This is an optimization exercise on Yosys and OpenROAD, whose aim is small area, a short achievable clock period and few clock cycles, not a production implementation. No functional check of the RTL was part of this run. Power is estimated from default activity; no workload was simulated.

==> design/flow/design.v <==
module tfrc_unit (
    input  wire        clk,
    input  wire        rst,           
    input  wire        host_wr,
    input  wire [3:0]  host_addr,
    input  wire [31:0] host_wdata,
    output reg  [31:0] host_rdata,
    output reg         pb_en,
    output reg         pb_we,
    output reg  [29:0] pb_addr,
    output reg  [31:0] pb_wdata,
    output reg  [3:0]  pb_wstrb,
    input  wire [31:0] pb_rdata,
    input  wire        in_valid,
    input  wire [7:0]  in_data,
    input  wire        in_end,
    input  wire        in_fail,
    output reg         in_ready,
    output reg         out_valid,
    output reg  [7:0]  out_data,
    input  wire        out_ack,
    input  wire        out_fail
);
    localparam [7:0] OP_CRC32C  = 8'h01;
    localparam [7:0] OP_MASK    = 8'h02;
    localparam [7:0] OP_MCRC    = 8'h03;
    localparam [7:0] OP_WRFRAME = 8'h04;
    localparam [7:0] OP_RDFRAME = 8'h05;
    localparam [3:0] RC_OK      = 4'd1;
    localparam [3:0] RC_EOS     = 4'd2;
    localparam [3:0] RC_TRUNC   = 4'd3;
    localparam [3:0] RC_CKSUM   = 4'd4;
    localparam [3:0] RC_OVERSZ  = 4'd5;
    localparam [3:0] RC_IOFAIL  = 4'd6;
    localparam [3:0] RC_ILLEGAL = 4'd7;
    localparam [3:0] RC_PATHF   = 4'd8;
    localparam [3:0] PH_IDLE     = 4'd0;
    localparam [3:0] PH_RUN      = 4'd1;
    localparam [3:0] PH_TX_LEN   = 4'd2;
    localparam [3:0] PH_TX_LCRC  = 4'd3;
    localparam [3:0] PH_TX_PAY   = 4'd4;
    localparam [3:0] PH_TX_PCRC  = 4'd5;
    localparam [3:0] PH_RX_LEN   = 4'd8;
    localparam [3:0] PH_RX_LCRC  = 4'd9;
    localparam [3:0] PH_RX_PAY   = 4'd10;
    localparam [3:0] PH_RX_PCRC  = 4'd11;
    function [31:0] crc_byte(input [31:0] c, input [7:0] b);
        integer k;
        reg [31:0] s;
        begin
            s = c ^ {24'd0, b};
            for (k = 0; k < 8; k = k + 1)
                s = s[0] ? ((s >> 1) ^ 32'h82F63B78) : (s >> 1);
            crc_byte = s;
        end
    endfunction
    function [31:0] mask32(input [31:0] c);
        begin
            mask32 = {c[14:0], c[31:15]} + 32'hA282EAD8;
        end
    endfunction
    reg [3:0]  phase;
    reg        verify;
    reg        vlatch;
    reg        rxfault, txfault;
    reg [3:0]  rc, fphase;
    reg [63:0] len;
    reg [31:0] arg, res, ck_comp, ck_stored;
    reg [7:0]  op;           
    reg [31:0] crc;
    reg [31:0] cnt;
    reg [63:0] fbuf;
    reg [31:0] cbuf;
    reg [31:0] wbuf;         
    reg        wvalid;       
    reg        rd_pend;      
    wire        busy = (phase != PH_IDLE);
    wire [31:0] status = {16'd0, phase, fphase, rc, 1'b0, txfault, rxfault, busy};
    wire [7:0]  wbyte  = wbuf[8*cnt[1:0] +: 8];
    wire [31:0] mcrc   = mask32(~crc);
    wire [7:0]  lenbyte = fbuf[8*cnt[2:0] +: 8];
    wire        last_pay = (cnt == len[31:0] - 32'd1);
    always @(*) begin
        case (host_addr)
            4'd0:    host_rdata = {31'd0, verify};
            4'd1:    host_rdata = status;
            4'd3:    host_rdata = len[31:0];
            4'd4:    host_rdata = arg;
            4'd5:    host_rdata = res;
            4'd6:    host_rdata = ck_comp;
            4'd7:    host_rdata = ck_stored;
            4'd8:    host_rdata = len[63:32];
            default: host_rdata = 32'd0;
        endcase
    end
    wire need_word = !wvalid && !rd_pend;
    always @(*) begin
        in_ready  = 1'b0;
        out_valid = 1'b0;
        out_data  = 8'd0;
        pb_en     = 1'b0;
        pb_we     = 1'b0;
        pb_addr   = cnt[31:2];
        pb_wdata  = {4{in_data}};
        pb_wstrb  = 4'b0001 << cnt[1:0];
        case (phase)
            PH_RUN: begin
                pb_en = need_word && (len[63:32] == 32'd0) && (cnt != len[31:0]);
            end
            PH_TX_LEN: begin
                out_valid = 1'b1;
                out_data  = lenbyte;
            end
            PH_TX_LCRC, PH_TX_PCRC: begin
                out_valid = 1'b1;
                out_data  = mcrc[8*cnt[1:0] +: 8];
            end
            PH_TX_PAY: begin
                pb_en     = need_word;
                out_valid = wvalid;
                out_data  = wbyte;
            end
            PH_RX_LEN, PH_RX_LCRC, PH_RX_PCRC: begin
                in_ready = 1'b1;
            end
            PH_RX_PAY: begin
                in_ready = 1'b1;
                pb_en    = in_valid;
                pb_we    = in_valid;
            end
            default: ;
        endcase
    end
    always @(posedge clk) begin
        if (rst) begin
            phase     <= PH_IDLE;
            verify    <= 1'b1;
            vlatch    <= 1'b1;
            rxfault   <= 1'b0;
            txfault   <= 1'b0;
            rc        <= 4'd0;
            fphase    <= 4'd0;
            len       <= 64'd0;
            arg       <= 32'd0;
            res       <= 32'd0;
            ck_comp   <= 32'd0;
            ck_stored <= 32'd0;
            cnt       <= 32'd0;
            op        <= 8'd0;
            wvalid    <= 1'b0;
            rd_pend   <= 1'b0;
        end else begin
            rd_pend <= pb_en && !pb_we;
            if (rd_pend) begin
                wbuf   <= pb_rdata;
                wvalid <= 1'b1;
            end
            case (phase)
            PH_IDLE: begin
                if (host_wr) begin
                    case (host_addr)
                    4'd0: verify <= host_wdata[0];
                    4'd3: len[31:0] <= host_wdata;
                    4'd8: len[63:32] <= host_wdata;
                    4'd4: arg <= host_wdata;
                    4'd2: begin
                        op      <= host_wdata[7:0];
                        cnt     <= 32'd0;
                        crc     <= 32'hFFFFFFFF;
                        wvalid  <= 1'b0;
                        case (host_wdata[7:0])
                        OP_CRC32C, OP_MCRC: begin
                            if (len[63:32] != 32'd0) begin
                                rc     <= RC_OVERSZ;
                                fphase <= PH_RUN;
                            end else
                                phase <= PH_RUN;
                        end
                        OP_MASK: begin
                            res <= mask32(arg);
                            rc  <= RC_OK;
                        end
                        OP_WRFRAME: begin
                            if (txfault)
                                rc <= RC_PATHF;
                            else if (len[63:32] != 32'd0) begin
                                rc      <= RC_OVERSZ;
                                fphase  <= PH_TX_LEN;
                                txfault <= 1'b1;
                            end else begin
                                fbuf  <= len;
                                phase <= PH_TX_LEN;
                            end
                        end
                        OP_RDFRAME: begin
                            if (rxfault)
                                rc <= RC_PATHF;
                            else begin
                                vlatch <= verify;
                                phase  <= PH_RX_LEN;
                            end
                        end
                        default: rc <= RC_ILLEGAL;
                        endcase
                    end
                    default: ;
                    endcase
                end
            end
            PH_RUN: begin
                if (cnt == len[31:0]) begin
                    res   <= (op == OP_MCRC) ? mcrc : ~crc;
                    rc    <= RC_OK;
                    phase <= PH_IDLE;
                end else if (wvalid) begin
                    crc <= crc_byte(crc, wbyte);
                    cnt <= cnt + 32'd1;
                    if (cnt[1:0] == 2'd3)
                        wvalid <= 1'b0;
                end
            end
            PH_TX_LEN: begin
                if (out_fail) begin
                    rc <= RC_IOFAIL; fphase <= phase; txfault <= 1'b1; phase <= PH_IDLE;
                end else if (out_ack) begin
                    crc <= crc_byte(crc, lenbyte);
                    if (cnt == 32'd7) begin
                        cnt   <= 32'd0;
                        phase <= PH_TX_LCRC;
                    end else
                        cnt <= cnt + 32'd1;
                end
            end
            PH_TX_LCRC: begin
                if (out_fail) begin
                    rc <= RC_IOFAIL; fphase <= phase; txfault <= 1'b1; phase <= PH_IDLE;
                end else if (out_ack) begin
                    if (cnt == 32'd3) begin
                        cnt    <= 32'd0;
                        crc    <= 32'hFFFFFFFF;
                        wvalid <= 1'b0;
                        phase  <= (len[31:0] == 32'd0) ? PH_TX_PCRC : PH_TX_PAY;
                    end else
                        cnt <= cnt + 32'd1;
                end
            end
            PH_TX_PAY: begin
                if (wvalid && out_fail) begin
                    rc <= RC_IOFAIL; fphase <= phase; txfault <= 1'b1; phase <= PH_IDLE;
                end else if (wvalid && out_ack) begin
                    crc <= crc_byte(crc, wbyte);
                    if (cnt[1:0] == 2'd3)
                        wvalid <= 1'b0;
                    if (last_pay) begin
                        cnt   <= 32'd0;
                        phase <= PH_TX_PCRC;
                    end else
                        cnt <= cnt + 32'd1;
                end
            end
            PH_TX_PCRC: begin
                if (out_fail) begin
                    rc <= RC_IOFAIL; fphase <= phase; txfault <= 1'b1; phase <= PH_IDLE;
                end else if (out_ack) begin
                    if (cnt == 32'd3) begin
                        rc    <= RC_OK;
                        phase <= PH_IDLE;
                    end else
                        cnt <= cnt + 32'd1;
                end
            end
            PH_RX_LEN: begin
                if (in_valid) begin
                    fbuf[8*cnt[2:0] +: 8] <= in_data;
                    crc <= crc_byte(crc, in_data);
                    if (cnt == 32'd7) begin
                        len   <= {in_data, fbuf[55:0]};
                        cnt   <= 32'd0;
                        phase <= PH_RX_LCRC;
                    end else
                        cnt <= cnt + 32'd1;
                end else if (in_fail) begin
                    rc <= RC_IOFAIL; fphase <= phase; rxfault <= 1'b1; phase <= PH_IDLE;
                end else if (in_end) begin
                    if (cnt == 32'd0)
                        rc <= RC_EOS;
                    else begin
                        rc <= RC_TRUNC; fphase <= phase; rxfault <= 1'b1;
                    end
                    phase <= PH_IDLE;
                end
            end
            PH_RX_LCRC: begin
                if (in_valid) begin
                    cbuf[8*cnt[1:0] +: 8] <= in_data;
                    if (cnt == 32'd3) begin
                        cnt <= 32'd0;
                        crc <= 32'hFFFFFFFF;
                        if (vlatch) begin
                            ck_comp   <= mcrc;
                            ck_stored <= {in_data, cbuf[23:0]};
                        end
                        if (vlatch && (mcrc != {in_data, cbuf[23:0]})) begin
                            rc <= RC_CKSUM; fphase <= phase; rxfault <= 1'b1; phase <= PH_IDLE;
                        end else if (len[63:32] != 32'd0) begin
                            rc <= RC_OVERSZ; fphase <= phase; rxfault <= 1'b1; phase <= PH_IDLE;
                        end else
                            phase <= (len[31:0] == 32'd0) ? PH_RX_PCRC : PH_RX_PAY;
                    end else
                        cnt <= cnt + 32'd1;
                end else if (in_fail) begin
                    rc <= RC_IOFAIL; fphase <= phase; rxfault <= 1'b1; phase <= PH_IDLE;
                end else if (in_end) begin
                    rc <= RC_TRUNC; fphase <= phase; rxfault <= 1'b1; phase <= PH_IDLE;
                end
            end
            PH_RX_PAY: begin
                if (in_valid) begin
                    crc <= crc_byte(crc, in_data);
                    if (last_pay) begin
                        cnt   <= 32'd0;
                        phase <= PH_RX_PCRC;
                    end else
                        cnt <= cnt + 32'd1;
                end else if (in_fail) begin
                    rc <= RC_IOFAIL; fphase <= phase; rxfault <= 1'b1; phase <= PH_IDLE;
                end else if (in_end) begin
                    rc <= RC_TRUNC; fphase <= phase; rxfault <= 1'b1; phase <= PH_IDLE;
                end
            end
            PH_RX_PCRC: begin
                if (in_valid) begin
                    cbuf[8*cnt[1:0] +: 8] <= in_data;
                    if (cnt == 32'd3) begin
                        if (vlatch) begin
                            ck_comp   <= mcrc;
                            ck_stored <= {in_data, cbuf[23:0]};
                        end
                        if (vlatch && (mcrc != {in_data, cbuf[23:0]})) begin
                            rc <= RC_CKSUM; fphase <= phase; rxfault <= 1'b1;
                        end else
                            rc <= RC_OK;
                        phase <= PH_IDLE;
                    end else
                        cnt <= cnt + 32'd1;
                end else if (in_fail) begin
                    rc <= RC_IOFAIL; fphase <= phase; rxfault <= 1'b1; phase <= PH_IDLE;
                end else if (in_end) begin
                    rc <= RC_TRUNC; fphase <= phase; rxfault <= 1'b1; phase <= PH_IDLE;
                end
            end
            default: phase <= PH_IDLE;
            endcase
        end
    end
endmodule
==> design/flow/run.sh <==
#!/bin/bash
# synth_recipe.tcl (not shown) runs the flow's synth.tcl, then flattens the netlist and writes it again
# the make line also repeats each setting of config.mk as NAME=value (left out here)
make -C /OpenROAD-flow-scripts/flow DESIGN_CONFIG=/design/flow/config.mk WORK_HOME=/design/flow/orfs CLKGATE_MAP_FILE= SYNTH_SCRIPT=/design/flow/synth_recipe.tcl finish
==> design/flow/config.mk <==
export PLATFORM = sky130hd
export DESIGN_NAME = tfrc_unit
export DESIGN_NICKNAME = tfrc_unit
export VERILOG_FILES = /design/flow/design.v
export SDC_FILE = /design/flow/constraint.sdc
export NUM_CORES = 4
export LEC_CHECK = 0
export CAP_MARGIN = 20
export CORE_MARGIN = 2
export CORE_UTILIZATION = 40
export SLEW_MARGIN = 20
==> design/flow/constraint.sdc <==
create_clock -name core_clock -period 6.0 [get_ports {clk}]
set_input_delay 1.2000 -clock core_clock [delete_from_list [all_inputs] [get_ports {clk}]]
set_output_delay 1.2000 -clock core_clock [all_outputs]
set_load 0.01 [all_outputs]
==> results.txt <==
[cells by family (layout without fill, tap and decap cells)]
family | Yosys count | count (layout) | synth area share, %
other | 0 | 1 | 0
flip-flops | 402 | 402 | 34.5
XOR/XNOR | 351 | 351 | 12.9
multiplexers | 82 | 82 | 4.58
AND/OR/NAND/NOR | 1125 | 1125 | 18.9
adder cells (fa/ha/maj) | 14 | 14 | 0.622
AO/OA/AOI/OAI | 866 | 866 | 21.6
buffers and inverters | 415 | 441 | 6.97
[registers in the layout, summed over array words and instances (netlist names), 4 cells and up]
register / count
rc: 4
ck_comp: 32
wbuf: 32
len: 64
op: 8
fbuf: 64
ck_stored: 32
crc: 32
res: 32
cbuf: 24
arg: 32
fphase: 4
cnt: 32
phase: 4
[layer usage]
metal	GRT usage (%)	share of wire [%]
met5	0	0
met4	15.4	5.3
met3	7.01	11
met2	47.3	42
met1	46.7	42
[cell usage after synthesis (24+ instances only)]
library cell  number
dfxtp_1          250
a21o_1            24
a21oi_1          240
buf_4             66
mux4_2            31
o211ai_1          43
nor2_1           356
a211oi_1         110
o21ai_0          122
xnor2_1          222
a221oi_1          83
nor3_1            62
edfxtp_1         152
nand2_1          360
xnor2_2           24
a222oi_1          58
nor2b_1           48
nor4_1            46
nand3_1           69
mux2i_1           37
xor2_1            83
clkbuf_1         214
buf_2             26
and3_1            32
inv_1             73
[through the flow]
stage / util (%) / area, um2 / worst slack (ns) / cells / power (mW)
final: 46.0 / 31600 / 0.306 / 4213 / 6.66
after global routing: 46.0 / 31600 / 0.115 / 4213 / 6.83
after CTS: 46.0 / 31600 / 0.389 / 4212 / 6.67
after detailed placement: 43.7 / 30000 / 1.01 / 4122 / 3.67
after global placement: 43.7 / 30000 / 0.990 / 4122 / 3.67
after floorplan: - / 27800 / 0.453 / 3255 / 3.40
[power by group through the flow]
stage | sequential [mW] | combinational [mW] | clock [mW]
floorplan | 2.90 | 0.499 | 0
global placement | 2.94 | 0.731 | 0
global route | 2.88 | 0.792 | 3.16
detailed placement | 2.94 | 0.731 | 0
finish | 2.88 | 0.749 | 3.04
CTS | 2.88 | 0.734 | 3.06
[final cells by class]
class	instances	area share (%)
clock buffers	70	4.58
well taps	931	3.68
multi-input cells	2438	51.8
diodes	1	0.00791
clock inverters	20	0.518
repair buffers	277	8.27
inverters	74	0.878
flip-flops and latches	402	30.3
[final timing paths]
path,startpoint,depth (start not counted),end
hold reg to reg,op[1],2,op[1]
setup / recovery,crc[18],9,out_data[3]
hold / removal,op[1],2,op[1]
setup reg to reg,cnt[0],8,crc[5]
[worst reg2reg max path: cells and delay by family, from the launching register on]
family / cells / cell delay [ns]
flops: 1 / 0.98
compound gates: 1 / 0.16
xor+xnor: 5 / 1.73
mux: 2 / 1.45
==> reports/results.ini <==
[power_and_ir_drop]
p_leak_nw=10.7
power.density_nw_per_um2=211
p_comb_share_pct=11.2
p_int_mw=4.88
power.switching_mw=1.78
seqPwrFrac_pct=43.2
worst_ir_drop_vdd_mv=0.192
clock_power_share_pct=45.6
switching_share_pct=26.8

[route]
vias=26578
vias_per_cell=6.31
firstDrtPassIters=10
drc=0
ant_nets=0
detail_route.wl_per_cell_um=28.7
wirelength_um=121000
drt_iter0_drc=4094

[yosys]
synth_fp_nets=3352
ys_seq_elements=402
synth_cell_types=105
synth_cells=3255
syn_area_per_cell_um2=8.53
netlist_area_um2=27800
synth_flop_cell=dfxtp_1
synth-seq-area-share_pct=34.5
yosys.area.top_type=dfxtp_1
yosys_warnings=1
yosysTopAreaCellShare_pct=18.0
async_reset_ff_share_pct=0
synth_area_leaders=dfxtp_1, edfxtp_1, xnor2_1, nand2_1, nor2_1
synth_edf_count=152

[outcome]
outcome=finished clean

[timing]
tightest_slew_ns=1.16
slew_viol_final=0
layout_min_cycle_time_ns=5.69
finalSetupViolCount=0
slew_headroom_pct=22.8
finalHoldViolations=0
whs_ns=0.451
post-route-period-util_pct=94.9
timing.fmax_ghz=0.176
skew_ns=0.0191
fin_setup_tns_ns=0
rsz0062_at_grt=false

[setup_path]
r2r_slack_ns=1.40
slowest_delay_ns=0.61
worstPathCellList=ha_1 > o211a_1 > o22ai_1 > a2bb2oi_1 > a21oi_1 > xor2_1 > mux4_2 > o221ai_1 > clkdlybuf4s50_1
crit_family=compound AO/OA/AOI/OAI gates
critPathBufInv=1
critPathCaptureType=output pin
cpMaxStageDelayCell=edfxtp_1
critical_path_class=flop to output pin
crit_arrival_ns=4.49
crit_fanout=10
worst_setup_path_start_kind=flop
required_ns=4.80

[clock_tree]
cts_tree=done
cts.clk_slew.worst_paths_ns=0.06
cts_buffers=48
cts_resized=0
clock-sinks=402
postCtsSetupBuffers=0
clkLatencyLatePin_ns=0.62
cts.path.max_buffers=3
htreeDepth=2
cts_hold_buf=0
cts-root-buf=clkbuf_16

[worst_hold_path]
hold_class=flop to flop

[global_routing]
antenna_found_initial=3
grt_usage_pct=32.9
grt_pass1_vias=24050
grt_pass1_wl_um=172000
grt_max_degree=153
gr-total-overflow=0

[cells_and_area]
ff_latch_area_um2=9570
layout_common_cells=nand2_1, nor2_1, dfxtp_1, a21oi_1, xnor2_1
final_common_cell=nand2_1
fillers=6703
nets=3338
syn_to_final_growth_pct=13.9
drive_above_1_share_pct=9.57
multi_input_area_um2=16400

[floorplanning]
core-area_um2=68700
die-height_um=267
chipWidth_um=267
start_util_pct=40.4
pin_count=194
rows=96
die_area_um2=71500

[job]
maxCapViolCount=0

[place]
gp_congestion=1.03
io_buffers=193
hpwl_um=89800

## port drivers added, routing unchanged
The flow's constraints put no driver on any port. The routed layout listed below was extracted and timed again, unchanged, in two steps.
Step 1: set_driving_cell puts a clkbuf_16 on clk and a buf_2 on each other input, an assumption about the parent block.
Step 2, shift: input delay + t, output delay - t, t = (earliest + latest rising clock arrival at the registers) / 2. This alone moves slack from input paths to output paths.
Three values: ideal, step 1, step 2; two values: the first two.
shift t [ns]: 0.674
slack for setup (ns): 0.306 / 0.246 / 0.841
worst slew at a driven data input, ns: 0.10
After both steps setup and hold are still met in this run. For this run, drivers alone change the setup slack by -0.060 ns; drivers and shift together by +0.535 ns.
